Background: an optimization exercise with open tools, aiming at small area, a short achievable clock period and few clock cycles. Do not read the settings as production practice. Only simulation tests tie the RTL to the original design; equivalence was not proved. Power figures rest on the tool's default switching activity, not on a simulated workload.

File: design.v
module openblt_transport (
    input  wire         clk,
    input  wire         rst,             
    input  wire         cmd_valid,
    output wire         cmd_ready,
    input  wire [15:0]  cmd,
    input  wire [31:0]  arg_len,
    input  wire         dbuf_we,
    input  wire [255:0] dbuf_wdata,      
    output reg  [1:0]   status,
    output wire [31:0]  result,
    output wire [7:0]   pkt_len,
    output wire [255:0] pkt_data,        
    input  wire [31:0]  now_ms,
    input  wire [31:0]  now_tick,
    output reg          pf_rx_req,
    input  wire         pf_rx_valid,
    input  wire [7:0]   pf_rx_data,
    output reg          pf_tx_valid,
    output wire [7:0]   pf_tx_data,
    input  wire         pf_tx_done,
    input  wire         pf_tx_ok,
    output reg          mb_rx_req,
    input  wire         mb_rx_valid,
    input  wire [7:0]   mb_rx_data,
    output reg          mb_tx_valid,
    output reg          mb_tx_last,
    output wire [7:0]   mb_tx_data,
    input  wire         mb_tx_done,
    input  wire         mb_tx_ok,
    output reg          mb_de
);
    localparam [7:0]  NODE_ID       = 8'h01;
    localparam [7:0]  FUNCTION_CODE = 8'h50;
    localparam [31:0] MB_T35        = 32'd403;
    localparam [31:0] PF_TIMEOUT_MS = 32'd100;
    localparam [1:0] ST_OK = 2'd0, ST_RANGE = 2'd1, ST_HW = 2'd2, ST_ILLEGAL = 2'd3;
    localparam [2:0] S_IDLE  = 3'd0,    
                     S_POLL  = 3'd1,    
                     S_BLK   = 3'd2,    
                     S_PFTX  = 3'd3,    
                     S_INIT  = 3'd4,    
                     S_PRE   = 3'd5,    
                     S_MBTX  = 3'd6,    
                     S_POST  = 3'd7;    
    localparam [2:0] F_NODE = 3'd0, F_FC = 3'd1, F_LEN = 3'd2, F_PAY = 3'd3,
                     F_CLO  = 3'd4, F_CHI = 3'd5;
    function [15:0] crc_step;
        input [15:0] c;
        input [7:0]  b;
        integer k;
        reg [15:0] x;
        begin
            x = c ^ {8'h00, b};
            for (k = 0; k < 8; k = k + 1)
                x = x[0] ? ((x >> 1) ^ 16'hA001) : (x >> 1);
            crc_step = x;
        end
    endfunction
    reg        rdy;
    reg [2:0]  state;
    reg        poll_mb;         
    reg [5:0]  n_q;             
    reg        len_ok_q;        
    reg        len_le_q;        
    reg [5:0]  idx;             
    reg [3:0]  maddr;           
    reg [15:0] wq;              
    reg [8:0]  wcnt;            
    reg [2:0]  phase;           
    reg        tx_fail;
    reg [7:0]  txd;             
    reg [15:0] crc_w;           
    reg [15:0] res;             
    reg [5:0]  pkt_len6;        
    reg        pf_init_q;       
    reg        crc_init_q;      
    reg        crc_byte_q;      
    reg [7:0]  imm_q;           
    reg        rxv_q;           
    reg [7:0]  rxd_q;
    reg        pf_a_q, pf_b_q, pf_g_q, mb_a_q, mb_b_q, mb_g_q;
    reg [7:0]  dbuf  [0:31];
    reg [7:0]  pkt   [0:31];
    reg        pf_st;           
    reg [4:0]  pf_cnt;
    reg [5:0]  pf_exp;
    reg [31:0] pf_last_ms;
    reg [7:0]  pf_buf [0:31];
    reg [15:0] crc_reg;
    reg [5:0]  mb_cnt;
    reg        mb_sync;
    reg [31:0] mb_last_tick;
    reg [7:0]  mb_pay [0:31];
    reg        mb_hdr;          
    reg [5:0]  mb_len;          
    reg [7:0]  mb_b1, mb_b2;
    reg [15:0] crc_run;
    reg        mb_ok;           
    integer i;
    assign cmd_ready  = rdy;
    assign result     = {16'd0, res};
    assign pkt_len    = {2'b00, pkt_len6};
    assign pf_tx_data = txd;
    assign mb_tx_data = txd;
    genvar g;
    generate
        for (g = 0; g < 32; g = g + 1) begin : g_pkt
            assign pkt_data[8*g +: 8] = pkt[g];
        end
    endgenerate
    wire       c_acc, c_rdy, c_pf_req, c_mb_req, c_pf_txv, c_mb_de;
    wire       c_pf_init, c_crc_init, c_crc_byte, c_rd, c_t35;
    wire       c_pf_last, c_mb_last, c_len_ok, c_len_le;
    wire [2:0] c_state;
    wire [1:0] c_status;
    openblt_transport_dec u_dec (
        .cmd_valid(cmd_valid), .rdy(rdy), .cmd(cmd), .arg_len(arg_len),
        .pf_rx_valid(pf_rx_valid), .mb_rx_valid(mb_rx_valid),
        .acc(c_acc), .rdy_nx(c_rdy), .state_nx(c_state), .status_nx(c_status),
        .pf_req(c_pf_req), .mb_req(c_mb_req), .pf_txv(c_pf_txv), .mb_de(c_mb_de),
        .pf_init(c_pf_init), .crc_init(c_crc_init), .crc_byte(c_crc_byte),
        .rd(c_rd), .t35(c_t35), .pf_last_we(c_pf_last), .mb_last_we(c_mb_last),
        .len_ok(c_len_ok), .len_le(c_len_le)
    );
    wire [15:0] crc_now = crc_init_q ? 16'hFFFF :
                          crc_byte_q ? crc_step(crc_reg, imm_q) : crc_reg;
    wire [24:0] ms_hi_p1 = pf_last_ms[31:7] + 25'd1;
    wire [7:0]  ms_lim   = {1'b0, pf_last_ms[6:0]} + PF_TIMEOUT_MS[7:0];
    wire pf_a = (now_ms[31:7] == pf_last_ms[31:7]) && ({1'b0, now_ms[6:0]} < ms_lim);
    wire pf_b = (now_ms[31:7] == ms_hi_p1) && ms_lim[7] && (now_ms[6:0] < ms_lim[6:0]);
    wire pf_g = (now_ms[6:0] >= pf_last_ms[6:0]);
    wire [22:0] tk_hi_p1 = mb_last_tick[31:9] + 23'd1;
    wire [9:0]  tk_lim   = {1'b0, mb_last_tick[8:0]} + MB_T35[9:0];
    wire mb_a = (now_tick[31:9] == mb_last_tick[31:9]) && ({1'b0, now_tick[8:0]} < tk_lim);
    wire mb_b = (now_tick[31:9] == tk_hi_p1) && tk_lim[9] && (now_tick[8:0] < tk_lim[8:0]);
    wire mb_g = (now_tick[8:0] >= mb_last_tick[8:0]);
    wire pf_late = !(pf_g_q ? pf_a_q : pf_b_q);
    wire mb_late = !(mb_g_q ? mb_a_q : mb_b_q);
    wire       pf_st1    = pf_st & ~pf_late;
    wire [5:0] pf_cnt_p1 = {1'b0, pf_cnt} + 6'd1;
    wire       pf_start  = rxv_q & ~pf_st1 & (rxd_q >= 8'd1) & (rxd_q <= 8'd32);
    wire       pf_del    = rxv_q & pf_st1 & (pf_cnt_p1 == pf_exp);
    wire       mb_clear  = mb_late & ~mb_sync;
    wire       mb_sync1  = mb_sync & ~mb_late;
    wire       mb_del    = mb_clear & mb_ok;
    wire [5:0] mb_cnt1   = mb_clear ? 6'd0 : mb_cnt;
    wire do_poll = (state == S_POLL);
    wire del_pf  = do_poll & ~poll_mb & pf_del;
    wire del_mb  = do_poll &  poll_mb & mb_del;
    wire [15:0] dword    = {dbuf[{maddr, 1'b1}], dbuf[{maddr, 1'b0}]};
    wire [7:0]  wbyte    = idx[0] ? wq[15:8] : wq[7:0];    
    wire [5:0]  idx_p2   = idx + 6'd2;
    wire        blk_one  = (idx + 6'd1 == n_q);           
    wire [15:0] crc_w_nx = crc_step(crc_w, txd);
    reg [31:0] pk_en_pf, pk_en_mb;
    always @(*) begin
        for (i = 0; i < 32; i = i + 1) begin
            pk_en_pf[i] = del_pf && i < pf_exp;
            pk_en_mb[i] = del_mb && i < mb_len;
        end
    end
    always @(posedge clk) begin
        if (dbuf_we && rdy)
            for (i = 0; i < 32; i = i + 1)
                dbuf[i] <= dbuf_wdata[8*i +: 8];
        if (rdy) begin
            pf_buf[pf_cnt] <= pf_rx_data;
            if (mb_cnt >= 6'd3 && mb_cnt <= 6'd34)
                mb_pay[mb_cnt - 6'd3] <= mb_rx_data;
        end
        for (i = 0; i < 32; i = i + 1)
            pkt[i] <= ({8{pk_en_pf[i]}} & pf_buf[i]) | ({8{pk_en_mb[i]}} & mb_pay[i]) |
                      ({8{~(pk_en_pf[i] | pk_en_mb[i])}} & pkt[i]);
        pkt_len6 <= ({6{del_pf}} & pf_exp) | ({6{del_mb}} & mb_len) |
                    ({6{~(del_pf | del_mb)}} & pkt_len6);
    end
    always @(posedge clk) begin
        rxv_q  <= cmd[13] ? mb_rx_valid : pf_rx_valid;
        rxd_q  <= cmd[13] ? mb_rx_data  : pf_rx_data;
        pf_a_q <= pf_a;
        pf_b_q <= pf_b;
        pf_g_q <= pf_g;
        mb_a_q <= mb_a;
        mb_b_q <= mb_b;
        mb_g_q <= mb_g;
        imm_q  <= cmd[7:0];
    end
    always @(posedge clk) begin
        if (rst)
            mb_ok <= 1'b0;
        else
            mb_ok <= mb_hdr && ({1'b0, mb_len} + 7'd5 == {1'b0, mb_cnt}) &&
                     (crc_run == {mb_b1, mb_b2});
    end
    always @(posedge clk) begin
        if (c_pf_last)
            pf_last_ms <= now_ms;
        if (c_mb_last)
            mb_last_tick <= now_tick;
    end
    always @(posedge clk) begin
        if (rst) begin
            rdy         <= 1'b1;
            state       <= S_IDLE;
            status      <= ST_OK;
            res         <= 16'd0;
            pf_st       <= 1'b0;
            pf_cnt      <= 5'd0;
            pf_init_q   <= 1'b0;
            crc_init_q  <= 1'b0;
            crc_byte_q  <= 1'b0;
            crc_reg     <= 16'hFFFF;
            mb_cnt      <= 6'd0;
            mb_sync     <= 1'b0;
            mb_hdr      <= 1'b0;
            mb_de       <= 1'b0;
            pf_rx_req   <= 1'b0;
            mb_rx_req   <= 1'b0;
            pf_tx_valid <= 1'b0;
            mb_tx_valid <= 1'b0;
            mb_tx_last  <= 1'b0;
        end else begin
            pf_init_q  <= c_pf_init;
            crc_init_q <= c_crc_init;
            crc_byte_q <= c_crc_byte;
            if (pf_init_q) begin
                pf_st  <= 1'b0;
                pf_cnt <= 5'd0;
            end
            if (state != S_BLK)
                crc_reg <= crc_now;
            case (state)
            S_IDLE: begin
                n_q      <= arg_len[5:0];
                len_ok_q <= c_len_ok;
                len_le_q <= c_len_le;
                idx      <= 6'd0;
                maddr    <= 4'd1;
                wq       <= (dbuf_we ? dbuf_wdata[15:0] : {dbuf[1], dbuf[0]});
                txd      <= cmd[13] ? NODE_ID : arg_len[7:0];
                phase    <= F_NODE;
                crc_w    <= 16'hFFFF;
                tx_fail  <= 1'b0;
                wcnt     <= 9'd0;
                poll_mb  <= cmd[13];
                rdy         <= c_rdy;
                state       <= c_state;
                pf_rx_req   <= c_pf_req;
                mb_rx_req   <= c_mb_req;
                pf_tx_valid <= c_pf_txv;
                mb_de       <= c_mb_de;
                if (c_acc)
                    status <= c_status;
                if (c_rd)
                    res <= crc_now;
                if (c_t35)
                    res <= MB_T35[15:0];
            end
            S_POLL: begin
                rdy       <= 1'b1;
                state     <= S_IDLE;
                pf_rx_req <= 1'b0;
                mb_rx_req <= 1'b0;
                if (!poll_mb) begin
                    res <= {15'd0, pf_del};
                    if (!rxv_q) begin
                        pf_st <= pf_st1;
                        if (!pf_st1)
                            pf_cnt <= 5'd0;
                    end else if (!pf_st1) begin
                        pf_st  <= pf_start;
                        pf_cnt <= 5'd0;
                        pf_exp <= rxd_q[5:0];
                    end else if (pf_del) begin
                        pf_st  <= 1'b0;
                        pf_cnt <= 5'd0;
                    end else
                        pf_cnt <= pf_cnt + 5'd1;
                end else begin
                    res <= {15'd0, mb_del};
                    if (!rxv_q || mb_sync1) begin
                        mb_cnt  <= mb_cnt1;
                        mb_sync <= mb_sync1;
                    end else if (mb_cnt1 == 6'd37) begin
                        mb_cnt  <= 6'd0;
                        mb_sync <= 1'b1;
                    end else begin
                        mb_cnt  <= mb_cnt1 + 6'd1;
                        mb_sync <= 1'b0;
                        mb_b1   <= rxd_q;
                        mb_b2   <= mb_b1;
                        crc_run <= (mb_cnt1 < 6'd2) ? 16'hFFFF : crc_step(crc_run, mb_b2);
                        if (mb_cnt1 == 6'd0)
                            mb_hdr <= (rxd_q == NODE_ID);
                        if (mb_cnt1 == 6'd1)
                            mb_hdr <= mb_hdr & (rxd_q == FUNCTION_CODE);
                        if (mb_cnt1 == 6'd2) begin
                            mb_hdr <= mb_hdr & (rxd_q[7:6] == 2'b00) & (rxd_q != 8'd0);
                            mb_len <= rxd_q[5:0];
                        end
                    end
                end
            end
            S_BLK: begin
                if (len_ok_q)
                    crc_reg <= blk_one ? crc_step(crc_reg, wq[7:0])
                                       : crc_step(crc_step(crc_reg, wq[7:0]), wq[15:8]);
                idx   <= idx_p2;
                wq    <= dword;
                maddr <= maddr + 4'd1;
                if (!len_ok_q || blk_one || idx_p2 == n_q) begin
                    status <= len_le_q ? ST_OK : ST_RANGE;
                    rdy    <= 1'b1;
                    state  <= S_IDLE;
                end
            end
            S_PFTX: if (pf_tx_done) begin
                if (!pf_tx_ok || idx == n_q) begin
                    pf_tx_valid <= 1'b0;
                    status      <= pf_tx_ok ? ST_OK : ST_HW;
                    rdy         <= 1'b1;
                    state       <= S_IDLE;
                end else begin
                    txd <= wbyte;
                    idx <= idx + 6'd1;
                    if (idx[0]) begin
                        wq    <= dword;
                        maddr <= maddr + 4'd1;
                    end
                end
            end
            S_INIT: begin
                mb_cnt  <= 6'd0;
                mb_sync <= 1'b0;
                if (mb_rx_valid)
                    wcnt <= 9'd0;
                else if (wcnt == MB_T35[8:0]) begin
                    mb_rx_req <= 1'b0;
                    rdy       <= 1'b1;
                    state     <= S_IDLE;
                end else
                    wcnt <= wcnt + 9'd1;
            end
            S_PRE: begin
                wcnt <= wcnt + 9'd1;
                if (wcnt[2:0] == 3'd4) begin
                    mb_tx_valid <= 1'b1;
                    state       <= S_MBTX;
                end
            end
            S_MBTX: if (mb_tx_done) begin
                if (!mb_tx_ok || phase == F_CHI) begin
                    mb_tx_valid <= 1'b0;
                    mb_tx_last  <= 1'b0;
                    tx_fail     <= !mb_tx_ok;
                    wcnt        <= 9'd0;
                    state       <= S_POST;
                end else begin
                    if (phase != F_CLO)
                        crc_w <= crc_w_nx;
                    case (phase)
                    F_NODE: begin txd <= FUNCTION_CODE; phase <= F_FC; end
                    F_FC:   begin txd <= {2'b00, n_q};  phase <= F_LEN; end
                    F_CLO:  begin txd <= crc_w[15:8];   phase <= F_CHI; mb_tx_last <= 1'b1; end
                    default: begin  
                        phase <= F_PAY;
                        if (idx == n_q) begin
                            txd   <= crc_w_nx[7:0];
                            phase <= F_CLO;
                        end else begin
                            txd <= wbyte;
                            idx <= idx + 6'd1;
                            if (idx[0]) begin
                                wq    <= dword;
                                maddr <= maddr + 4'd1;
                            end
                        end
                    end
                    endcase
                end
            end
            S_POST: begin
                wcnt <= wcnt + 9'd1;
                if (wcnt[1:0] == 2'd2) begin
                    mb_de  <= 1'b0;
                    status <= tx_fail ? ST_HW : ST_OK;
                    rdy    <= 1'b1;
                    state  <= S_IDLE;
                end
            end
            default: begin
                rdy   <= 1'b1;
                state <= S_IDLE;
            end
            endcase
        end
    end
endmodule
module openblt_transport_dec (
    input  wire        cmd_valid,
    input  wire        rdy,
    input  wire [15:0] cmd,
    input  wire [31:0] arg_len,
    input  wire        pf_rx_valid,
    input  wire        mb_rx_valid,
    output wire        acc,          
    output wire        rdy_nx,
    output wire [2:0]  state_nx,
    output wire [1:0]  status_nx,    
    output wire        pf_req,
    output wire        mb_req,
    output wire        pf_txv,
    output wire        mb_de,
    output wire        pf_init,
    output wire        crc_init,
    output wire        crc_byte,
    output wire        rd,           
    output wire        t35,          
    output wire        pf_last_we,   
    output wire        mb_last_we,   
    output wire        len_ok,       
    output wire        len_le        
);
    wire       imm0 = (cmd[7:0] == 8'h00);
    wire [7:0] hi   = cmd[15:8];
    assign acc = cmd_valid & rdy;
    wire d_pf_init  = imm0 && hi == 8'h10;
    wire d_pf_tx    = imm0 && hi == 8'h11;
    wire d_pf_poll  = imm0 && hi == 8'h12;
    wire d_crc_init = imm0 && hi == 8'h20;
    wire d_crc_byte = hi == 8'h21;
    wire d_crc_read = imm0 && hi == 8'h22;
    wire d_crc_blk  = imm0 && hi == 8'h23;
    wire d_mb_init  = imm0 && hi == 8'h30;
    wire d_mb_tx    = imm0 && hi == 8'h31;
    wire d_mb_poll  = imm0 && hi == 8'h32;
    wire d_t35      = imm0 && hi == 8'h33;
    wire d_legal    = d_pf_init | d_pf_tx | d_pf_poll | d_crc_init | d_crc_byte |
                      d_crc_read | d_crc_blk | d_mb_init | d_mb_tx | d_mb_poll | d_t35;
    wire len_hi0  = (arg_len[31:6] == 26'd0);
    assign len_le = len_hi0 && (!arg_len[5] || arg_len[4:0] == 5'd0);
    assign len_ok = len_le && (arg_len[5:0] != 6'd0);
    wire go_poll = acc & (d_pf_poll | d_mb_poll);
    wire go_blk  = acc & d_crc_blk;
    wire go_pftx = acc & d_pf_tx & len_ok;
    wire go_mbtx = acc & d_mb_tx & len_ok;
    wire go_init = acc & d_mb_init;
    assign rdy_nx    = !(go_poll | go_blk | go_pftx | go_mbtx | go_init);
    assign state_nx  = {go_init | go_mbtx, go_blk | go_pftx, go_poll | go_pftx | go_mbtx};
    assign status_nx = !d_legal ? 2'd3 : ((d_pf_tx | d_mb_tx) & !len_ok) ? 2'd1 : 2'd0;
    assign pf_req    = acc & d_pf_poll;
    assign mb_req    = acc & (d_mb_poll | d_mb_init);
    assign pf_txv    = go_pftx;
    assign mb_de     = go_mbtx;
    assign pf_init   = acc & d_pf_init;
    assign crc_init  = acc & d_crc_init;
    assign crc_byte  = acc & d_crc_byte;
    assign rd        = acc & d_crc_read;
    assign t35       = acc & d_t35;
    assign pf_last_we = acc & d_pf_poll & pf_rx_valid;
    assign mb_last_we = acc & d_mb_poll & mb_rx_valid;
endmodule
File: flow/run.sh
#!/bin/bash
set -euo pipefail
export BUFFER_PORTS_ARGS="-buffer_cell sky130_fd_sc_hd__buf_1"
export SETUP_SLACK_MARGIN="${FLOW_SETUP_MARGIN:-7.2}"
bash standard.sh > standard.log 2>&1
File: standard.sh
#!/bin/bash
# synth_recipe.tcl (not shown) runs the flow's synth.tcl, then flattens the netlist and writes it again
# the make line also repeats each setting of config.mk as NAME=value (left out here)
make -C /OpenROAD-flow-scripts/flow DESIGN_CONFIG=/design/flow/config.mk WORK_HOME=/design/flow/orfs CLKGATE_MAP_FILE= SYNTH_SCRIPT=/design/flow/synth_recipe.tcl "${@:-finish}"
File: config.mk
export PLATFORM = sky130hd
export DESIGN_NAME = openblt_transport
export DESIGN_NICKNAME = openblt_transport
export VERILOG_FILES = /design/flow/design.v
export SDC_FILE = /design/flow/constraint.sdc
export NUM_CORES = 4
export LEC_CHECK = 0
export CAP_MARGIN = 20
export CORE_MARGIN = 2
export CORE_UTILIZATION = 50
export CTS_CLUSTER_DIAMETER = 80
export CTS_CLUSTER_SIZE = 30
export SLEW_MARGIN = 20
File: constraint.sdc
create_clock -name core_clock -period 10.0 [get_ports {clk}]
set_input_delay 2.0000 -clock core_clock [delete_from_list [all_inputs] [get_ports {clk}]]
set_output_delay 2.0000 -clock core_clock [all_outputs]
set_load 0.01 [all_outputs]
==> impl_metrics.py, run 1 <==
metrics = {
    "floorplanning": {
        "pin_count": 715,
        "fp.coreArea_sq_mm": 0.102,
        "die_width_microns": 324,
        "die_h_microns": 324,
        "start_util_pct": 50.4,
        "num_rows": 117,
        "die_area_sq_mm": 0.105,
    },
    "worst_setup_path": {
        "critPathMaxStageDelay_ns": 0.51,
        "cp_top_family": "flip-flops",
        "crit_path_cell_trace": "clkbuf_2",
        "crit_path_start": "txd[6]",
        "r2r-start": "pf_last_ms[8]",
        "crit_type": "reg2out",
        "setup.worst_path.end_class": "output port",
        "cp_slowest_cell": "edfxtp_1",
        "cp_max_fo": 3,
        "cp_data_arrival_time_ns": 1.40,
        "start_kind": "flip-flop",
        "worst-path-buf-inv": 1,
        "required_ns": 8.00,
    },
    "logic_synthesis": {
        "synth_seq_cells": 1295,
        "async_flop_share_pct": 0,
        "netlist_area_sq_mm": 0.0513,
        "synth_ff_type": "edfxtp_1",
        "synth-edff-count": 948,
        "ys_seq_area_share_pct": 69.0,
        "synthDistinctLibCells": 79,
        "yosysWarningCount": 3,
        "synth_cells": 4028,
        "avgSynthCellArea_sq_um": 12.7,
    },
    "route": {
        "firstDrtPassIters": 7,
        "drtAntennaViolNets": 0,
        "num_vias": 36300,
        "vias_per_cell": 5.74,
        "drt_iter0_markers": 3791,
        "route.detailed.drc": 0,
        "drt-total-wl_mm": 161,
        "wl_per_cell_microns": 25.4,
    },
    "power_and_ir_drop": {
        "power_frac_seq_pct": 62.6,
        "powerDensity_mw_per_mm2": 147,
        "p_leak_nw": 23.0,
        "p_sw_mw": 2.14,
        "swShare_pct": 22.8,
        "ir_drop_mv": 0.145,
        "p_total_mw": 9.37,
        "cellInternalPower_mw": 7.23,
        "clockPowerShare_pct": 32.4,
        "combPwrFrac_pct": 5.1,
    },
    "run": {
        "cap_violations": 0,
    },
    "clock_network": {
        "cts_tree": "done",
        "clk_pin_slew_ns": 0.11,
        "clkLatencyLatePin_ns": 0.74,
        "clk_path_buf_depth": 3,
        "cts_root_buf": "clkbuf_16",
        "cts_buffers": 57,
        "htreeDepth": 2,
        "ctsHoldBuffers": 0,
        "clock-sinks": 1295,
    },
    "global_routing": {
        "overflow": 0,
        "antenna_found_initial": 18,
        "grt_usage_pct": 29.5,
        "grt_pass1_wl_mm": 231,
        "grt_max_degree": 88,
        "grt_pass1_vias": 34900,
    },
    "placement": {
        "place_area_sq_mm": 0.0557,
        "placedCellCount": 5990,
        "port_buffers": 696,
        "gp_congestion": 0.883,
        "post-dp-hpwl_mm": 105,
    },
    "cells_and_area": {
        "syn_to_final_growth_pct": 24.4,
        "final_cell_mix": "edfxtp_1, nand2_1, buf_1",
        "nets": 5349,
        "postLayoutCoreUtil_pct": 62.8,
        "final_common_cell": "edfxtp_1",
        "fin_cells": 6327,
        "drive_above_1_share_pct": 25.6,
        "fin_area_sq_mm": 0.0638,
    },
    "timing": {
        "grt_setup_unrepaired": "true",
        "slew-limit-headroom_pct": 27.9,
        "slew_viol_final": 0,
        "hold_viol": 0,
        "max_freq_ghz": 0.295,
        "period_minus_slack_ns": 3.40,
        "fin_tns_setup_ns": 0,
        "worst_pin_slew_ns": 1.08,
        "clock_skew_ns": 0.0365,
        "finalSetupViolations": 0,
        "fin_crit_sh_pct": 34.0,
    },
    "min_path": {
        "worst_hold_path_type": "reg2reg",
        "min_from": "pkt[28][4]",
    },
    "status": {
        "status": "finished clean",
    },
}
path summary, 6_finish.rpt:
kind / endpoint / slack [ns] / cells past startpoint
worst max-delay path: mb_tx_data[6] / 6.60 / 1
worst min-delay path: pkt[28][4] / 0.45 / 2
worst max register to register: pf_b_q / 7.11 / 10
worst min register to register: pkt[28][4] / 0.45 / 2
power by group through the flow:
stage	clock network [mW]	logic, mW	registers, mW
floorplan	0	0.227	5.98
global placement	0	0.421	6.00
detailed placement	0	0.423	6.00
CTS	3.07	0.448	5.86
global route	3.24	0.508	5.87
finish	3.03	0.474	5.86
cell families (layout without fill, tap and decap cells):
family	Yosys count	count (layout)	share of synthesized area, %
AOI/OAI and AO/OA	772	772	10.6
xor gates and xnor gates	243	243	4.17
buffers and inverters	230	1124	1.90
adders and majority gates	57	57	1.39
and+or+nand+nor	1376	1384	11.9
muxes	54	54	1.09
DFF	1295	1295	69.0
other	1	30	0.00731
cells in the mapped netlist, drive strengths merged, types with 20 or more instances:
| master | count | area [sq um] |
|---|---|---|
| nand3 | 60 | 305 |
| nor4 | 29 | 194 |
| nor2b | 28 | 175 |
| inv | 64 | 240 |
| a22oi | 344 | 2580 |
| dfxtp | 347 | 6950 |
| nor2 | 342 | 1280 |
| or3 | 24 | 165 |
| buf | 48 | 292 |
| xor2 | 79 | 692 |
| and2 | 21 | 131 |
| a31oi | 20 | 125 |
| clkbuf | 118 | 443 |
| a211oi | 20 | 150 |
| ha | 57 | 713 |
| o21ai | 62 | 310 |
| edfxtp | 948 | 28500 |
| mux2i | 41 | 410 |
| nand4 | 45 | 288 |
| nand2b | 37 | 231 |
| nor3 | 53 | 282 |
| nand2 | 666 | 2500 |
| a21oi | 158 | 855 |
| xnor2 | 163 | 1430 |
cell type report:
class / count / area [sq um]
Clock buffer: 84 / 1610
Inverter: 64 / 246
Clock inverter: 24 / 365
Timing Repair Buffer: 952 / 7220
Fill cell: 7945 / 37900
Multi-Input combinational cell: 2528 / 16700
Sequential cell: 1295 / 35900
Antenna cell: 12 / 30.0
Tap cell: 1368 / 1710
timing repair:
action	4_1_cts	5_1_grt
endpoints found under the setup margin	1188	1075
hold endpoints to repair	0	0
pin swaps	45	54
setup buffers	120	80
gates resized for setup	1193	189
gates cloned	9	7
worst reg2reg max path, cell delays in order, from the launching register on:
cell and delay (ns):
edfxtp_1 0.42, ha_1 0.20, nand2_1 0.22, or3_4 0.45, nor3_4 0.25, nand2_2 0.09, mux2i_1 0.16, a22oi_1 0.10
or3_1 0.37, or4_4 0.43, nor4_2 0.14
stage by stage:
step | hold slack [ns] | setup WS (ns)
4_1_cts | 0.449 | 6.56
5_1_grt | 0.461 | 6.56
2_1_floorplan | 0.424 | 5.62
3_5_place_dp | 0.428 | 4.94
3_3_place_gp | 0.423 | 4.99
6_report | 0.446 | 6.60
layer usage:
layer / track usage [%] / wire (microns)
met1: 38.4 / 63100
met2: 50.2 / 79300
met3: 4.76 / 12600
met4: 10.3 / 5760
met5: 0 / 55
Testbench counts, summed over its fixed seeds: cycles 67,156.
==> run 2: changes to the inputs <==
==> flow/run.sh (replaced) <==
#!/bin/bash
set -euo pipefail
export BUFFER_PORTS_ARGS="-buffer_cell sky130_fd_sc_hd__buf_1"
export SETUP_SLACK_MARGIN="${FLOW_SETUP_MARGIN:-6.4}"
bash standard.sh > standard.log 2>&1
==> run 2 against run 1 <==
- worst setup slack worse by 0.13 ns
- highest routed layer unchanged
- worst hold slack worse by 0.0071 ns
- critical path depth up 2
- count of clock-buffer cells in the layout down 3
- clock skew down 0.0059 ns
- non-clock buffer count down 202
- die area unchanged
- sequential cell count unchanged
==> impl_metrics.py, run 2 <==
metrics = {
    "cells_and_area": {
        "postLayoutCoreUtil_pct": 56.7,
        "final_cell_mix": "edfxtp_1, buf_1, nand2_1",
        "final_common_cell": "edfxtp_1",
        "fillers": 8622,
        "syn_to_final_growth_pct": 12.4,
        "nets": 5139,
        "fin_area_sq_mm": 0.0577,
        "drive_above_1_share_pct": 5.45,
    },
    "placement": {
        "gp_congestion": 0.874,
        "port_buffers": 696,
        "post-dp-hpwl_mm": 105,
        "pre_cts_slack_ns": 4.99,
        "place_area_sq_mm": 0.0555,
    },
    "clock_network": {
        "ctsHoldBuffers": 0,
        "htreeDepth": 2,
        "clk_pin_slew_ns": 0.11,
        "clkLatencyLatePin_ns": 0.71,
        "cts_tree": "done",
        "clock-sinks": 1295,
        "cts_root_buf": "clkbuf_16",
        "clk_path_buf_depth": 3,
        "cts_buffers": 55,
    },
    "global_routing": {
        "grt_max_degree": 141,
        "overflow": 0,
        "antenna_found_initial": 26,
        "grt_pass1_vias": 32800,
        "grt_pass1_wl_mm": 219,
        "grt_usage_pct": 28.0,
    },
    "floorplanning": {
        "fp.coreArea_sq_mm": 0.102,
        "die_h_microns": 324,
        "num_rows": 117,
        "pin_count": 715,
        "start_util_pct": 50.4,
        "die_width_microns": 324,
        "die_area_sq_mm": 0.105,
    },
    "route": {
        "drt_iter0_markers": 3478,
        "route.detailed.drc": 0,
        "wl_per_cell_microns": 24.8,
        "drt-total-wl_mm": 152,
        "vias_per_cell": 5.66,
        "drtAntennaViolNets": 0,
        "num_vias": 34600,
        "firstDrtPassIters": 6,
    },
    "logic_synthesis": {
        "yosysMostFrequentCell": "edfxtp_1",
        "yosys-top-cells-area": "edfxtp_1, dfxtp_1, a22oi_1",
        "synth_top_cell_area_share_pct": 55.5,
        "yosysWarningCount": 3,
        "synth.largest_area_cell": "edfxtp_1",
        "ys_seq_area_share_pct": 69.0,
        "async_flop_share_pct": 0,
        "synth_ff_type": "edfxtp_1",
        "synth_cells": 4028,
        "synthDistinctLibCells": 79,
        "synth_seq_cells": 1295,
        "avgSynthCellArea_sq_um": 12.7,
        "synth_top_cells_by_count": "edfxtp_1, nand2_1, dfxtp_1, a22oi_1, nor2_1",
        "synth-edff-count": 948,
        "netlist_area_sq_mm": 0.0513,
    },
    "worst_setup_path": {
        "crit_path_cell_trace": "buf_1, and2_4, buf_12",
        "cp_slowest_cell": "buf_12",
        "cp_data_arrival_time_ns": 3.86,
        "crit_type": "in2reg",
        "required_ns": 10.33,
        "cp_max_fo": 140,
        "start_kind": "input pin",
        "setup.worst_path.end_class": "flip-flop",
        "critPathMaxStageDelay_ns": 0.57,
    },
    "power_and_ir_drop": {
        "p_leak_nw": 19.7,
        "ir_drop_mv": 0.134,
        "powerDensity_mw_per_mm2": 159,
        "p_total_mw": 9.15,
    },
    "timing": {
        "max_freq_ghz": 0.283,
        "worst_pin_slew_ns": 1.31,
        "slew_viol_final": 0,
        "fin_ws_ns": 6.47,
        "fin_tns_setup_ns": 0,
        "grt_setup_unrepaired": "true",
        "period_minus_slack_ns": 3.53,
        "slew-limit-headroom_pct": 12.5,
        "finalSetupViolations": 0,
        "fin_crit_sh_pct": 35.3,
        "hold_viol": 0,
        "clock_skew_ns": 0.0307,
    },
    "min_path": {
        "worst_hold_path_type": "reg2reg",
    },
    "run": {
        "cap_violations": 0,
    },
    "status": {
        "status": "finished clean",
    },
}
-- run 2: cell count changes in the layout (fill, tap and decap cells not counted), sizes merged --
cell      before  now
buf          918  733
clkbuf       118   98
clkinv         7   11
inv           78   74
and3          17   14
diode         12   15
clkinvlp       2    0
and4           5    4
bufinv         1    0
nand3         61   60
nor2         343  342
-- run 2: final cells by class --
cell class	count	area, sq um	area share [%]
Sequential cell	1295	35400	61.4
Multi-Input combinational cell	2522	15400	26.7
Timing Repair Buffer	750	3060	5.30
Tap cell	1368	1710	2.97
Clock buffer	81	1540	2.66
Clock inverter	21	248	0.430
Inverter	64	240	0.417
Antenna cell	15	37.5	0.0651
-- run 2: worst max-delay path, delay by kind of cell --
kind | cells | cell delay (ns)
buf+inv | 2 | 1.13
simple gates | 1 | 0.55
-- run 2: cell families after synthesis --
logic type | after synthesis | synth area share, %
buf+inv | 230 | 1.90
mux | 54 | 1.09
compound gates | 772 | 10.6
fa+ha+maj | 57 | 1.39
xor+xnor | 243 | 4.17
other cells | 1 | 0.00731
simple gates | 1376 | 11.9
flops | 1295 | 69.0
-- run 2: routing by layer --
| layer | GRT usage [%] | vias up | share of wire, % |
|---|---|---|---|
| li1 | - | 16100 | - |
| met1 | 36.3 | 16900 | 40 |
| met2 | 48.2 | 1342 | 50 |
| met3 | 5.41 | 194 | 7.5 |
| met4 | 6.94 | 24 | 2.6 |
| met5 | 0 | - | 0.10 |
-- run 2: path summary, 6_finish.rpt --
path                    from     endpoint  slack [ns]  cells past startpoint
setup / recovery     dbuf_we  dbuf[21][0]        6.47                      3
setup reg to reg    maddr[2]       wq[14]        6.59                      7
hold reg to reg   pkt[29][7]   pkt[29][7]        0.44                      2
hold / removal    pkt[29][7]   pkt[29][7]        0.44                      2
-- run 2: through the flow --
stage                     std cells  hold WS, ns
after floorplan                4045        0.424
after global placement         5991        0.424
after detailed placement       5991        0.428
after CTS                      6095        0.443
after global routing           6115        0.456
final                          6116        0.439
-- run 2: power by group --
part | internal, mW | switching, mW
clock | 1.13 | 1.72
sequential | 5.83 | 0.0420
combinational | 0.149 | 0.270
total | 7.11 | 2.03
-- run 2: timing repair --
| item | CTS | global route |
|---|---|---|
| buffers inserted | 1 | 5 |
| resized for setup | 14 | 36 |
| cloned | 1 | 1 |
| pin swaps | 3 | 2 |
| endpoints found under the setup margin | 410 | 269 |
| endpoints found under the hold margin | 0 | 0 |
==> run 3: changes to the inputs <==
==> flow/run.sh (replaced) <==
#!/bin/bash
set -euo pipefail
export BUFFER_PORTS_ARGS="-buffer_cell sky130_fd_sc_hd__buf_1"
export SETUP_SLACK_MARGIN="${FLOW_SETUP_MARGIN:-6.7}"
bash standard.sh > standard.log 2>&1
--- a/config.mk
+++ b/config.mk
@@ -7,7 +7,7 @@
 export LEC_CHECK = 0
 export CAP_MARGIN = 20
 export CORE_MARGIN = 2
-export CORE_UTILIZATION = 50
+export CORE_UTILIZATION = 60
 export CTS_CLUSTER_DIAMETER = 80
 export CTS_CLUSTER_SIZE = 30
 export SLEW_MARGIN = 20
==> run 3 against run 2 <==
- total power is 0.19% higher
- core utilization grew 12 points
- highest routed layer unchanged
- combinational power grew 3%
- cell area grew 0.89%
- largest power group unchanged
- critical endpoint is now mb_tx_data[6]
- register-to-register slack gained 0.14 ns
- synthesized area unchanged
- first-iteration DRC count decreased by 1.6%
- clock power about the same
- sequential share of layout area fell by 0.45 points
==> impl_metrics.py, run 3 <==
metrics = {
    "logic_synthesis": {
        "synth_compound_area_share_pct": 10.6,
        "yosys-top-cells-area": "edfxtp_1, dfxtp_1, a22oi_1",
        "synth_top_cell_area_share_pct": 55.5,
        "synthDistinctLibCells": 79,
        "synthSimpleGateAreaFrac_pct": 11.9,
        "async_flop_share_pct": 0,
        "synth_top_family_by_area": "simple AND/OR/NAND/NOR gates",
        "synth_ff_type": "edfxtp_1",
        "synth_seq_cells": 1295,
        "synthXorXnorAreaFrac_pct": 4.17,
        "synth_cells": 4028,
        "ys_seq_area_share_pct": 69.0,
        "synthMuxAreaShare_pct": 1.09,
        "synth_top_cells_by_count": "edfxtp_1, nand2_1, dfxtp_1, a22oi_1, nor2_1",
        "synth-edff-count": 948,
        "synth_adder_area_share_pct": 1.39,
        "yosysWarningCount": 3,
        "avgSynthCellArea_sq_um": 12.7,
        "synth.largest_area_cell": "edfxtp_1",
        "yosysMostFrequentCell": "edfxtp_1",
        "netlist_area_sq_mm": 0.0513,
    },
    "worst_setup_path": {
        "cp_data_arrival_time_ns": 1.37,
        "crit_type": "reg2out",
        "setup.worst_path.end_class": "output port",
        "crit_path_cell_trace": "buf_1",
        "reg2regPathDepth": 4,
        "r2r_slack_ns": 6.73,
        "required_ns": 8.00,
        "critPathMaxStageDelay_ns": 0.52,
        "cp_max_fo": 3,
        "worst-path-buf-inv": 1,
        "cp_slowest_cell": "edfxtp_1",
        "start_kind": "flip-flop",
        "worst_r2r_endpoint": "mb_pay[6][3]",
        "r2r-start": "mb_cnt[4]",
        "cp_top_family": "flip-flops",
    },
    "min_path": {
        "worst_hold_path_type": "reg2reg",
        "min_from": "pkt[10][7]",
        "hold_depth": 2,
        "holdPathEnd": "pkt[10][7]",
    },
    "route": {
        "firstDrtPassIters": 8,
        "drt_iter0_markers": 3422,
        "drt-total-wl_mm": 149,
        "route.detailed.drc": 0,
        "drtAntennaViolNets": 0,
        "wl_per_cell_microns": 25.3,
        "num_vias": 35500,
        "vias_per_cell": 6.00,
    },
    "timing": {
        "grt_setup_unrepaired": "true",
        "slew_viol_final": 0,
        "finalSetupViolations": 0,
        "worst_pin_slew_ns": 1.08,
        "clock_skew_ns": 0.0392,
        "fin_crit_sh_pct": 33.7,
        "fin_tns_setup_ns": 0,
        "slew-limit-headroom_pct": 27.4,
        "hold_viol": 0,
        "holdWs_ns": 0.439,
        "period_minus_slack_ns": 3.37,
        "fin_ws_ns": 6.63,
        "max_freq_ghz": 0.297,
    },
    "placement": {
        "pre_cts_slack_ns": 5.03,
        "placedCellCount": 5763,
        "post-dp-hpwl_mm": 103,
        "port_buffers": 696,
        "gp_congestion": 0.953,
    },
    "cells_and_area": {
        "nets": 5155,
        "syn_to_final_growth_pct": 13.4,
        "fin_cells": 5912,
        "final_common_cell": "edfxtp_1",
        "postLayoutCoreUtil_pct": 68.4,
        "drive_above_1_share_pct": 9.12,
        "final_cell_mix": "edfxtp_1, nand2_1, buf_1",
    },
    "global_routing": {
        "grt_max_degree": 92,
        "overflow": 0,
        "grt_pass1_wl_mm": 212,
        "antenna_found_initial": 23,
        "grt_pass1_vias": 32800,
        "grt_usage_pct": 32.9,
    },
    "clock_network": {
        "clkLatencyLatePin_ns": 0.69,
        "clk_path_buf_depth": 3,
        "cts_tree": "done",
        "clk_pin_slew_ns": 0.12,
        "clock-sinks": 1295,
        "htreeDepth": 2,
        "cts_buffers": 53,
        "cts_root_buf": "clkbuf_16",
    },
    "power_and_ir_drop": {
        "ir_drop_mv": 0.145,
        "powerDensity_mw_per_mm2": 158,
        "p_leak_nw": 20.2,
    },
    "floorplanning": {
        "num_rows": 107,
        "start_util_pct": 60.4,
        "pin_count": 715,
        "die_area_sq_mm": 0.0879,
        "fp.coreArea_sq_mm": 0.0850,
        "die_h_microns": 296,
        "die_width_microns": 296,
    },
    "run": {
        "cap_violations": 0,
    },
    "status": {
        "status": "finished clean",
    },
}
-- run 3: changes by cell type in the layout (fill, tap and decap cells not counted), moves of 6 or more --
cell,change
a21oi_1,-16
a21oi_2,+14
buf_1,-71
buf_2,+40
buf_4,+12
buf_6,+13
clkbuf_2,+16
dfxtp_1,-40
dfxtp_2,+39
nor2_1,-6
nor2_4,+11
-- run 3: area by class of cell --
| type | instances | area, sq um |
|---|---|---|
| Clock buffer | 83 | 1510 |
| Fill cell | 6506 | 26800 |
| Clock inverter | 17 | 272 |
| Sequential cell | 1295 | 35500 |
| Antenna cell | 19 | 47.5 |
| Timing Repair Buffer | 766 | 3420 |
| Inverter | 64 | 240 |
| Multi-Input combinational cell | 2524 | 15800 |
| Tap cell | 1144 | 1430 |
-- run 3: report_power, final --
group | switching, mW | internal, mW
logic | 0.274 | 0.159
clock network | 1.69 | 1.17
registers | 0.0441 | 5.83
total | 2.01 | 7.16
-- run 3: what timing repair did --
action                                  CTS  global route
setup buffers                            15            10
gates resized for setup                 158           110
endpoints found under the setup margin  699           461
gates cloned                              3             2
pin swaps                                 7            22
hold buffers                              0             0
-- run 3: worst max path at each step --
stage / startpoint / to / slack, ns / cells after the start
after floorplan: dbuf_we / dbuf[0][0] / 5.62 / 2
after global placement: cmd[2] / res[0] / 5.09 / 8
after detailed placement: cmd[2] / res[0] / 5.03 / 9
after CTS: state[0] / pkt[18][6] / 6.54 / 10
after global routing: now_ms[13] / pf_b_q / 6.60 / 10
final: txd[6] / mb_tx_data[6] / 6.63 / 1
-- run 3: logic make-up (layout without fill, tap and decap cells) --
group                      Yosys count  in the layout
buffers and inverters              230            930
adders and majority gates           57             57
other                                1             37
AOI/OAI and AO/OA                  772            772
DFF                               1295           1295
xor gates and xnor gates           243            243
and+or+nand+nor                   1376           1380
muxes                               54             54
-- run 3: layer usage --
| metal | GRT usage, % | vias to the layer above | wire, microns |
|---|---|---|---|
| met1 | 43.2 | 17400 | 57900 |
| met4 | 10.3 | 10 | 4820 |
| met3 | 5.41 | 245 | 11900 |
| met5 | 0 | - | 59 |
| li1 | - | 16200 | - |
| met2 | 56.3 | 1610 | 74600 |
-- run 3: per-stage QoR --
stage	power, mW	area (sq um)
floorplan	6.20	51600
global placement	6.41	55300
detailed placement	6.41	55300
CTS	9.16	57700
global route	9.40	58200
finish	9.16	58200
==> run 4: changes to the inputs <==
--- a/config.mk
+++ b/config.mk
@@ -7,7 +7,7 @@
 export LEC_CHECK = 0
 export CAP_MARGIN = 20
 export CORE_MARGIN = 2
-export CORE_UTILIZATION = 60
+export CORE_UTILIZATION = 70
 export CTS_CLUSTER_DIAMETER = 80
 export CTS_CLUSTER_SIZE = 30
 export SLEW_MARGIN = 20
==> run 4 against run 3 <==
- largest power group unchanged
- critical endpoint is now res[8]
- largest cell class unchanged
- die area shrank 14%
- sequential share of layout area grew 0.35 points
- non-clock buffer count is the same
- combinational power is essentially flat
- critical path type is now in2reg
- clock power shrank 4%
- still clean on timing, DRC and antenna
- synthesized cell count is the same
==> impl_metrics.py, run 4 <==
metrics = {
    "route": {
        "drt_iter0_markers": 5220,
        "drt-total-wl_mm": 149,
        "drtAntennaViolNets": 0,
        "num_vias": 36600,
        "route.detailed.drc": 0,
        "firstDrtPassIters": 9,
        "wl_per_cell_microns": 26.0,
        "vias_per_cell": 6.40,
    },
    "clock_network": {
        "cts_buffers": 53,
        "cts_tree": "done",
        "clock-sinks": 1295,
        "clkLatencyLatePin_ns": 0.70,
        "clk_pin_slew_ns": 0.10,
        "clk_path_buf_depth": 3,
        "htreeDepth": 2,
        "ctsHoldBuffers": 0,
        "cts_root_buf": "clkbuf_16",
    },
    "logic_synthesis": {
        "yosysWarningCount": 3,
        "async_flop_share_pct": 0,
        "synth_seq_cells": 1295,
        "yosys-top-cells-area": "edfxtp_1, dfxtp_1, a22oi_1",
        "synth.largest_area_cell": "edfxtp_1",
        "synth_top_cells_by_count": "edfxtp_1, nand2_1, dfxtp_1, a22oi_1, nor2_1",
        "synth_cells": 4028,
        "ys_seq_area_share_pct": 69.0,
        "yosysMostFrequentCell": "edfxtp_1",
        "synth-edff-count": 948,
        "netlist_area_sq_mm": 0.0513,
        "avgSynthCellArea_sq_um": 12.7,
        "synthDistinctLibCells": 79,
        "synth_top_cell_area_share_pct": 55.5,
        "synth_ff_type": "edfxtp_1",
    },
    "global_routing": {
        "grt_pass1_vias": 33700,
        "overflow": 0,
        "grt_usage_pct": 38.2,
        "grt_pass1_wl_mm": 211,
        "antenna_found_initial": 23,
        "grt_max_degree": 87,
    },
    "worst_setup_path": {
        "setup.worst_path.end_class": "flip-flop",
        "worst-path-buf-inv": 4,
        "cp_slowest_cell": "nor4_4",
        "crit_path_start": "cmd[7]",
        "crit_path_cell_trace": "buf_8, nor4_4, nand3_2, nor2_2, and2_4, nand2_4, a211oi_4, buf_6, buf_8, buf_4, a21oi_2, a211oi_1",
        "cp.depth": 12,
        "critPathMaxStageDelay_ns": 0.42,
        "cp_max_fo": 7,
        "reg2regPathDepth": 10,
        "required_ns": 10.57,
        "worst_path_most_repeated_cell": "buf_8",
        "crit_type": "in2reg",
        "cp_data_arrival_time_ns": 4.01,
        "r2r_slack_ns": 6.75,
        "cp_top_family": "simple AND/OR/NAND/NOR gates",
        "endpoint": "res[8]",
        "start_kind": "input pin",
        "worst_r2r_endpoint": "pkt[21][4]",
        "r2r-start": "pf_cnt[3]",
    },
    "timing": {
        "fin_tns_setup_ns": 0,
        "slew-limit-headroom_pct": 19.5,
        "grt_setup_unrepaired": "true",
        "finalSetupViolations": 0,
        "worst_pin_slew_ns": 1.20,
        "max_freq_ghz": 0.291,
        "fin_ws_ns": 6.57,
        "clock_skew_ns": 0.0447,
        "period_minus_slack_ns": 3.43,
        "hold_viol": 0,
        "fin_crit_sh_pct": 34.3,
        "slew_viol_final": 0,
    },
    "floorplanning": {
        "pin_count": 715,
        "fp.coreArea_sq_mm": 0.0727,
        "die_width_microns": 275,
        "start_util_pct": 70.6,
        "die_area_sq_mm": 0.0755,
        "die_h_microns": 275,
        "num_rows": 99,
    },
    "power_and_ir_drop": {
        "powerDensity_mw_per_mm2": 157,
        "ir_drop_mv": 0.187,
        "p_leak_nw": 20.1,
    },
    "placement": {
        "pre_cts_slack_ns": 5.08,
        "post-dp-hpwl_mm": 102,
        "port_buffers": 696,
        "placedCellCount": 5567,
        "gp_congestion": 1.00,
    },
    "cells_and_area": {
        "postLayoutCoreUtil_pct": 79.5,
        "fin_cells": 5725,
        "syn_to_final_growth_pct": 12.7,
        "drive_above_1_share_pct": 9.06,
        "nets": 5155,
        "final_cell_mix": "edfxtp_1, nand2_1, buf_1",
        "final_common_cell": "edfxtp_1",
    },
    "run": {
        "cap_violations": 0,
    },
    "status": {
        "status": "finished clean",
    },
    "min_path": {
        "min_from": "pkt[20][1]",
        "worst_hold_path_type": "reg2reg",
    },
}
run 4: cell counts after synthesis:
Identical to the previous run, type by type.
run 4: per-layer routing:
layer / global-route usage [%] / vias up / wire (microns)
met5: 0 / - / 52
li1: - / 16200 / -
met2: 64.3 / 2359 / 73200
met3: 6.49 / 427 / 15200
met4: 16.9 / 8 / 7820
met1: 49.3 / 17700 / 52600
run 4: worst min path at each step:
stage / to / slack, ns / cells past startpoint
final: pkt[20][1] / 0.44 / 2
after detailed placement: pkt[20][5] / 0.43 / 2
after floorplan: mb_b1[7] / 0.42 / 0
after global placement: pkt[17][5] / 0.42 / 2
after CTS: pkt[7][7] / 0.44 / 2
after global routing: pkt[5][6] / 0.46 / 2
run 4: worst reg2reg max path: stages (launching register included):
cell     delay, ns
dfxtp_1       0.59
nand3_1       0.38
nor3_1        0.31
xnor2_1       0.14
nor4_4        0.40
nand4_1       0.17
buf_6         0.31
nor2_4        0.43
nor2_1        0.22
nand2_1       0.15
nand2_1       0.06
run 4: layout make-up:
type	instances	area, sq um
clock inverters	16	226
multi-input cells	2524	15800
fillers	4442	14900
diodes	18	45.0
flip-flops and latches	1295	35500
inverters	64	240
clock buffers	83	1470
well taps	959	1200
repair buffers	766	3360
run 4: logic make-up (layout without fill, tap and decap cells):
| family | after synthesis | count (layout) | share of synthesized area, % |
|---|---|---|---|
| adders and majority gates | 57 | 57 | 1.39 |
| xor gates and xnor gates | 243 | 243 | 4.17 |
| AOI/OAI and AO/OA | 772 | 772 | 10.6 |
| muxes | 54 | 54 | 1.09 |
| and+or+nand+nor | 1376 | 1380 | 11.9 |
| buffers and inverters | 230 | 929 | 1.90 |
| other | 1 | 36 | 0.00731 |
| DFF | 1295 | 1295 | 69.0 |
run 4: through the flow:
stage / hold slack (ns) / instance area (sq um) / power [mW]
detailed placement: 0.427 / 54900 / 6.41
finish: 0.438 / 57800 / 9.06
global placement: 0.422 / 54900 / 6.40
global route: 0.459 / 57800 / 9.26
floorplan: 0.424 / 51600 / 6.20
CTS: 0.441 / 57000 / 9.02
run 4: what timing repair did:
item / in CTS / in global routing
pin swaps: 9 / 24
buffers inserted: 14 / 22
resized for setup: 88 / 164
setup endpoints to repair: 525 / 429
gates cloned: 5 / 0
run 4: report_power, final:
part / switching, mW / internal (mW) / total, mW
clock network: 1.65 / 1.09 / 2.74
registers: 0.0487 / 5.83 / 5.88
logic: 0.275 / 0.159 / 0.434
==> run 5: changes to the inputs <==
--- a/config.mk
+++ b/config.mk
@@ -7,7 +7,7 @@
 export LEC_CHECK = 0
 export CAP_MARGIN = 20
 export CORE_MARGIN = 2
-export CORE_UTILIZATION = 70
+export CORE_UTILIZATION = 50
 export CTS_CLUSTER_DIAMETER = 80
 export CTS_CLUSTER_SIZE = 30
 export SLEW_MARGIN = 20
==> run 5 against run 4 <==
- worst setup slack gained 0.049 ns
- count of clock-buffer cells in the layout shrank 1
- worst hold slack gained 0.00073 ns
- synthesized area is the same
- total power grew 1.5%
- die area grew 39%
- maximum frequency grew 1.5%
- largest power group unchanged
- final cell count grew 8.0%
- still clean
==> impl_metrics.py, run 5 <==
metrics = {
    "status": {
        "status": "finished clean",
    },
    "logic_synthesis": {
        "synthMuxAreaShare_pct": 1.09,
        "synthXorXnorAreaFrac_pct": 4.17,
        "yosysWarningCount": 3,
        "avgSynthCellArea_sq_um": 12.7,
        "synthDistinctLibCells": 79,
        "synth-edff-count": 948,
        "netlist_area_sq_mm": 0.0513,
        "yosysMostFrequentCell": "edfxtp_1",
        "synth_compound_area_share_pct": 10.6,
        "ys_seq_area_share_pct": 69.0,
        "yosys-top-cells-area": "edfxtp_1, dfxtp_1, a22oi_1",
        "synth_top_family_by_area": "simple AND/OR/NAND/NOR gates",
        "synth.largest_area_cell": "edfxtp_1",
        "async_flop_share_pct": 0,
        "synth_top_cell_area_share_pct": 55.5,
        "synth_cells": 4028,
        "synthSimpleGateAreaFrac_pct": 11.9,
        "synth_ff_type": "edfxtp_1",
        "synth_seq_cells": 1295,
        "synth_top_cells_by_count": "edfxtp_1, nand2_1, dfxtp_1, a22oi_1, nor2_1",
        "synth_adder_area_share_pct": 1.39,
    },
    "power_and_ir_drop": {
        "powerDensity_mw_per_mm2": 156,
        "ir_drop_mv": 0.137,
        "p_leak_nw": 20.6,
    },
    "placement": {
        "pre_cts_slack_ns": 5.39,
        "port_buffers": 696,
        "post-dp-hpwl_mm": 106,
        "gp_congestion": 0.880,
    },
    "cells_and_area": {
        "postLayoutCoreUtil_pct": 57.8,
        "final_cell_mix": "edfxtp_1, nand2_1, buf_1",
        "multi_input_area_sq_mm": 0.0157,
        "final_common_cell": "edfxtp_1",
        "nets": 5212,
        "seqCellArea_sq_mm": 0.0355,
        "fillers": 8483,
        "drive_above_1_share_pct": 10.8,
        "syn_to_final_growth_pct": 14.7,
    },
    "global_routing": {
        "overflow": 0,
        "grt_usage_pct": 28.2,
        "grt_pass1_wl_mm": 222,
        "grt_pass1_vias": 33100,
        "grt_max_degree": 101,
        "antenna_found_initial": 23,
    },
    "worst_setup_path": {
        "start_kind": "flip-flop",
        "reg2regPathDepth": 9,
        "crit_path_start": "txd[7]",
        "cp_data_arrival_time_ns": 1.38,
        "worst-path-buf-inv": 1,
        "cp.depth": 1,
        "endpoint": "pf_tx_data[7]",
        "r2r-start": "pf_exp[3]",
        "cp_top_family": "flip-flops",
        "cp_max_fo": 3,
        "setup.worst_path.end_class": "output port",
        "critPathMaxStageDelay_ns": 0.52,
        "r2r_slack_ns": 6.79,
        "crit_type": "reg2out",
        "required_ns": 8.00,
        "cp_slowest_cell": "edfxtp_1",
        "worst_r2r_endpoint": "pkt[24][6]",
        "crit_path_cell_trace": "clkbuf_2",
    },
    "timing": {
        "max_freq_ghz": 0.296,
        "worst_pin_slew_ns": 1.12,
        "slew-limit-headroom_pct": 25.0,
        "grt_setup_unrepaired": "true",
        "fin_ws_ns": 6.62,
        "hold_viol": 0,
        "finalSetupViolations": 0,
        "slew_viol_final": 0,
        "period_minus_slack_ns": 3.38,
        "fin_tns_setup_ns": 0,
        "clock_skew_ns": 0.0245,
        "fin_crit_sh_pct": 33.8,
    },
    "clock_network": {
        "cts_root_buf": "clkbuf_16",
        "ctsHoldBuffers": 0,
        "clock-sinks": 1295,
        "clk_pin_slew_ns": 0.11,
        "clkLatencyLatePin_ns": 0.70,
        "clk_path_buf_depth": 3,
        "cts_tree": "done",
        "cts_buffers": 55,
        "htreeDepth": 2,
    },
    "run": {
        "cap_violations": 0,
    },
    "floorplanning": {
        "die_area_sq_mm": 0.105,
        "die_width_microns": 324,
        "die_h_microns": 324,
        "pin_count": 715,
        "start_util_pct": 50.4,
        "num_rows": 117,
        "fp.coreArea_sq_mm": 0.102,
    },
    "route": {
        "drt_iter0_markers": 3721,
        "num_vias": 35100,
        "wl_per_cell_microns": 24.8,
        "firstDrtPassIters": 5,
        "vias_per_cell": 5.67,
        "route.detailed.drc": 0,
        "drtAntennaViolNets": 0,
        "drt-total-wl_mm": 154,
    },
    "min_path": {
        "worst_hold_path_type": "reg2reg",
        "min_from": "pkt[25][3]",
        "hold_depth": 2,
    },
}
run 5: cell counts after synthesis:
No cell type changed its count.
run 5: worst min-delay path by stage:
| stage | endpoint | slack, ns |
|---|---|---|
| after floorplan | mb_b1[7] | 0.42 |
| after global placement | pkt[11][3] | 0.42 |
| after detailed placement | pkt[25][3] | 0.43 |
| after CTS | pkt[4][2] | 0.44 |
| after global routing | pkt[20][3] | 0.45 |
| final | pkt[25][3] | 0.44 |
run 5: report_power, final:
| group | internal, mW | total [mW] | switching (mW) | leakage [nW] |
|---|---|---|---|---|
| Combinational | 0.159 | 0.437 | 0.279 | 8.11 |
| Sequential | 5.83 | 5.87 | 0.0417 | 11.6 |
| Clock | 1.14 | 2.88 | 1.74 | 0.868 |
| Total | 7.13 | 9.19 | 2.06 | 20.6 |
run 5: layout make-up:
| class | count | share of cell area [%] |
|---|---|---|
| Inverter | 64 | 0.408 |
| Antenna cell | 12 | 0.0510 |
| Clock buffer | 82 | 2.64 |
| Clock inverter | 19 | 0.402 |
| Multi-Input combinational cell | 2524 | 26.7 |
| Sequential cell | 1295 | 60.3 |
| Timing Repair Buffer | 821 | 6.57 |
| Tap cell | 1368 | 2.91 |
run 5: per-stage QoR:
step	hold slack (ns)	std cells	area (sq um)	total power, mW
after floorplan	0.424	4045	51600	6.20
after global placement	0.423	5995	55600	6.41
after detailed placement	0.427	5995	55600	6.42
after CTS	0.443	6107	57900	9.22
after global routing	0.453	6183	58800	9.45
final	0.438	6185	58900	9.19
run 5: what timing repair did:
item                                    CTS  global route
pin swaps                                 3            28
gates resized for setup                 176           121
setup buffers                             8            62
endpoints found under the setup margin  620           414
cloned                                    3             3
run 5: cell families (layout without fill, tap and decap cells):
family,Yosys count,after routing
buffers and inverters,230,986
adders and majority gates,57,57
xor gates and xnor gates,243,243
and+or+nand+nor,1376,1380
DFF,1295,1295
other,1,30
AOI/OAI and AO/OA,772,772
muxes,54,54
run 5: layer usage:
layer  part of all wire, %  GRT usage (%)  up-vias
met5                 0.077              0        -
met4                   2.5           6.18       18
met3                   7.7           5.17      184
met2                    50           48.7     1348
met1                    40           37.1    17200
li1                      -              -    16300
==> run 6: changes to the inputs <==
==> flow/run.sh (replaced) <==
#!/bin/bash
set -euo pipefail
export BUFFER_PORTS_ARGS="-buffer_cell sky130_fd_sc_hd__buf_1"
export SETUP_SLACK_MARGIN="${FLOW_SETUP_MARGIN:-6.9}"
bash standard.sh > standard.log 2>&1
--- a/config.mk
+++ b/config.mk
@@ -7,7 +7,7 @@
 export LEC_CHECK = 0
 export CAP_MARGIN = 20
 export CORE_MARGIN = 2
-export CORE_UTILIZATION = 50
+export CORE_UTILIZATION = 60
 export CTS_CLUSTER_DIAMETER = 80
 export CTS_CLUSTER_SIZE = 30
 export SLEW_MARGIN = 20
==> run 6 against run 5 <==
- clock power is 2% lower
- non-clock buffer count rose by 52
- worst hold slack improved by 0.0093 ns
- routed wire length increased by 0.22%
- combinational power rose by 1%
- worst setup slack improved by 0.028 ns
- total power decreased by 0.84%
- synthesized area is the same
- synthesized cell count unchanged
- sequential power about the same
- largest cell class unchanged
- largest power group unchanged
- highest routed layer unchanged
==> impl_metrics.py, run 6 <==
metrics = {
    "status": {
        "status": "finished clean",
    },
    "power_and_ir_drop": {
        "p_leak_nw": 22.2,
        "p_total_mw": 9.11,
        "powerDensity_mw_per_mm2": 147,
        "ir_drop_mv": 0.197,
    },
    "worst_setup_path": {
        "setup.worst_path.end_class": "output port",
        "reg2regPathDepth": 4,
        "critPathMaxStageDelay_ns": 0.52,
        "cp_slowest_cell": "edfxtp_1",
        "cp.depth": 1,
        "cp_data_arrival_time_ns": 1.35,
        "cp_top_family": "flip-flops",
        "worst-path-buf-inv": 1,
        "cp_max_fo": 3,
        "crit_path_cell_trace": "buf_1",
        "start_kind": "flip-flop",
        "crit_type": "reg2out",
        "required_ns": 8.00,
    },
    "placement": {
        "gp_congestion": 0.952,
        "port_buffers": 696,
        "post-dp-hpwl_mm": 103,
    },
    "logic_synthesis": {
        "yosysMostFrequentCell": "edfxtp_1",
        "synthSimpleGateAreaFrac_pct": 11.9,
        "synth_top_cell_area_share_pct": 55.5,
        "yosys-top-cells-area": "edfxtp_1, dfxtp_1, a22oi_1",
        "synthMuxAreaShare_pct": 1.09,
        "synth_top_cells_by_count": "edfxtp_1, nand2_1, dfxtp_1, a22oi_1, nor2_1",
        "avgSynthCellArea_sq_um": 12.7,
        "synth-edff-count": 948,
        "synth_cells": 4028,
        "synth.largest_area_cell": "edfxtp_1",
        "synth_seq_cells": 1295,
        "ys_seq_area_share_pct": 69.0,
        "yosysWarningCount": 3,
        "synth_adder_area_share_pct": 1.39,
        "netlist_area_sq_mm": 0.0513,
        "synth_compound_area_share_pct": 10.6,
        "synth_top_family_by_area": "simple AND/OR/NAND/NOR gates",
        "synthXorXnorAreaFrac_pct": 4.17,
        "synthDistinctLibCells": 79,
        "async_flop_share_pct": 0,
        "synth_ff_type": "edfxtp_1",
    },
    "route": {
        "drt_iter0_markers": 3896,
        "route.detailed.drc": 0,
        "wl_per_cell_microns": 25.6,
        "vias_per_cell": 6.00,
        "num_vias": 36200,
        "drt-total-wl_mm": 154,
        "drtAntennaViolNets": 0,
        "firstDrtPassIters": 6,
    },
    "clock_network": {
        "clk_path_buf_depth": 3,
        "cts_buffers": 54,
        "htreeDepth": 2,
        "clkLatencyLatePin_ns": 0.66,
        "clock-sinks": 1295,
        "cts_tree": "done",
        "clk_pin_slew_ns": 0.12,
        "cts_root_buf": "clkbuf_16",
    },
    "global_routing": {
        "grt_usage_pct": 34.0,
        "overflow": 0,
        "grt_max_degree": 107,
        "grt_pass1_vias": 34000,
        "grt_pass1_wl_mm": 219,
        "antenna_found_initial": 27,
    },
    "timing": {
        "fin_tns_setup_ns": 0,
        "hold_viol": 0,
        "fin_crit_sh_pct": 33.5,
        "worst_pin_slew_ns": 1.19,
        "slew_viol_final": 0,
        "period_minus_slack_ns": 3.35,
        "slew-limit-headroom_pct": 20.3,
        "grt_setup_unrepaired": "true",
        "finalSetupViolations": 0,
        "max_freq_ghz": 0.298,
        "clock_skew_ns": 0.0277,
    },
    "run": {
        "cap_violations": 0,
    },
    "cells_and_area": {
        "final_cell_mix": "edfxtp_1, nand2_1, buf_1",
        "drive_above_1_share_pct": 22.2,
        "fillers": 5797,
        "seqCellArea_sq_mm": 0.0359,
        "multi_input_area_sq_mm": 0.0161,
        "syn_to_final_growth_pct": 20.5,
        "final_common_cell": "edfxtp_1",
        "nets": 5266,
    },
    "floorplanning": {
        "fp.coreArea_sq_mm": 0.0850,
        "num_rows": 107,
        "start_util_pct": 60.4,
        "die_width_microns": 296,
        "die_h_microns": 296,
        "pin_count": 715,
        "die_area_sq_mm": 0.0879,
    },
    "min_path": {
        "hold_depth": 2,
        "worst_hold_path_type": "reg2reg",
    },
}
-- run 6: cell counts after synthesis --
No cell type changed its count.
-- run 6: path summary, 6_finish.rpt --
check,from,endpoint,slack (ns)
setup reg to reg,mb_cnt[4],mb_pay[6][0],6.77
hold reg to reg,pkt[16][1],pkt[16][1],0.45
setup / recovery,txd[1],mb_tx_data[1],6.65
hold / removal,pkt[16][1],pkt[16][1],0.45
-- run 6: kinds of logic after synthesis --
| kind of cell | Yosys count |
|---|---|
| buffers and inverters | 230 |
| AND/OR/NAND/NOR | 1376 |
| multiplexers | 54 |
| XOR/XNOR | 243 |
| adder cells (fa/ha/maj) | 57 |
| flip-flops | 1295 |
| other | 1 |
| AO/OA/AOI/OAI | 772 |
-- run 6: through the flow --
| step | hold WS [ns] | util (%) | instances | setup WS [ns] | area, sq um |
|---|---|---|---|---|---|
| finish | 0.448 | 72.7 | 6027 | 6.65 | 61800 |
| global route | 0.463 | 72.7 | 6021 | 6.56 | 61800 |
| CTS | 0.448 | 71.5 | 5927 | 6.59 | 60800 |
| detailed placement | 0.427 | 65.1 | 5762 | 5.04 | 55300 |
| global placement | 0.423 | 65.1 | 5762 | 5.13 | 55300 |
| floorplan | 0.424 | - | 4045 | 5.62 | 51700 |
-- run 6: repair_timing --
action	CTS	global route
gates resized for setup	1118	117
hold buffers	0	0
buffers inserted	57	75
endpoints found under the setup margin	930	804
gates cloned	8	1
pin swaps	30	29
-- run 6: final cells by class --
| cell class | instances | area share [%] |
|---|---|---|
| flip-flops and latches | 1295 | 58.1 |
| well taps | 1144 | 2.31 |
| inverters | 64 | 0.395 |
| repair buffers | 873 | 10.3 |
| diodes | 24 | 0.0971 |
| clock buffers | 83 | 2.43 |
| multi-input cells | 2527 | 26.0 |
| clock inverters | 17 | 0.384 |
-- run 6: report_power, final --
part | internal [mW] | switching [mW] | leakage (nW)
registers | 5.82 | 0.0454 | 11.7
clock network | 1.13 | 1.68 | 0.838
logic | 0.166 | 0.277 | 9.62
-- run 6: layer usage --
layer | share of wire (%) | GRT usage [%]
met2 | 49 | 56.7
met4 | 4.3 | 12.7
met1 | 38 | 45.0
met5 | 0.051 | 0
met3 | 8.6 | 5.60

==> port drivers added, routing unchanged <==
In the flow no input, the clock included, has a driving cell. The finished layouts below were timed again as built, in two steps.
Step 1: set_driving_cell puts a clkbuf_16 on clk and a buf_2 on each other input, an assumption about the parent block.
Step 2 moves the port delays by t, midway between the first and last clock arrival at a register: inputs arrive t later, outputs are due t later. That takes back most of the time a late clock gives input paths.
Three values: no drivers, after step 1, after step 2; two values: the first two.
run | t, ns | slack for setup (ns) | clock arrival spread, ns | worst register clock-pin slew, ns
run 1 | 0.778 | 6.605 / 6.544 / 5.889 | 0.043 / 0.043 | 0.12 / 0.12
run 2 | 0.753 | 6.471 / 6.432 / 5.738 | 0.038 / 0.038 | 0.12 / 0.12
run 3 | 0.728 | 6.634 / 6.570 / 5.975 | 0.044 / 0.044 | 0.12 / 0.12
run 4 | 0.738 | 6.568 / 6.576 / 5.837 | 0.045 / 0.045 | 0.12 / 0.12
run 5 | 0.750 | 6.617 / 6.553 / 5.947 | 0.032 / 0.031 | 0.12 / 0.12
run 6 | 0.710 | 6.645 / 6.577 / 5.979 | 0.032 / 0.031 | 0.12 / 0.12
After both steps setup and hold are still met in every run listed. For run 2, which loses most, drivers alone change the setup slack by -0.039 ns; drivers and shift together by -0.733 ns.
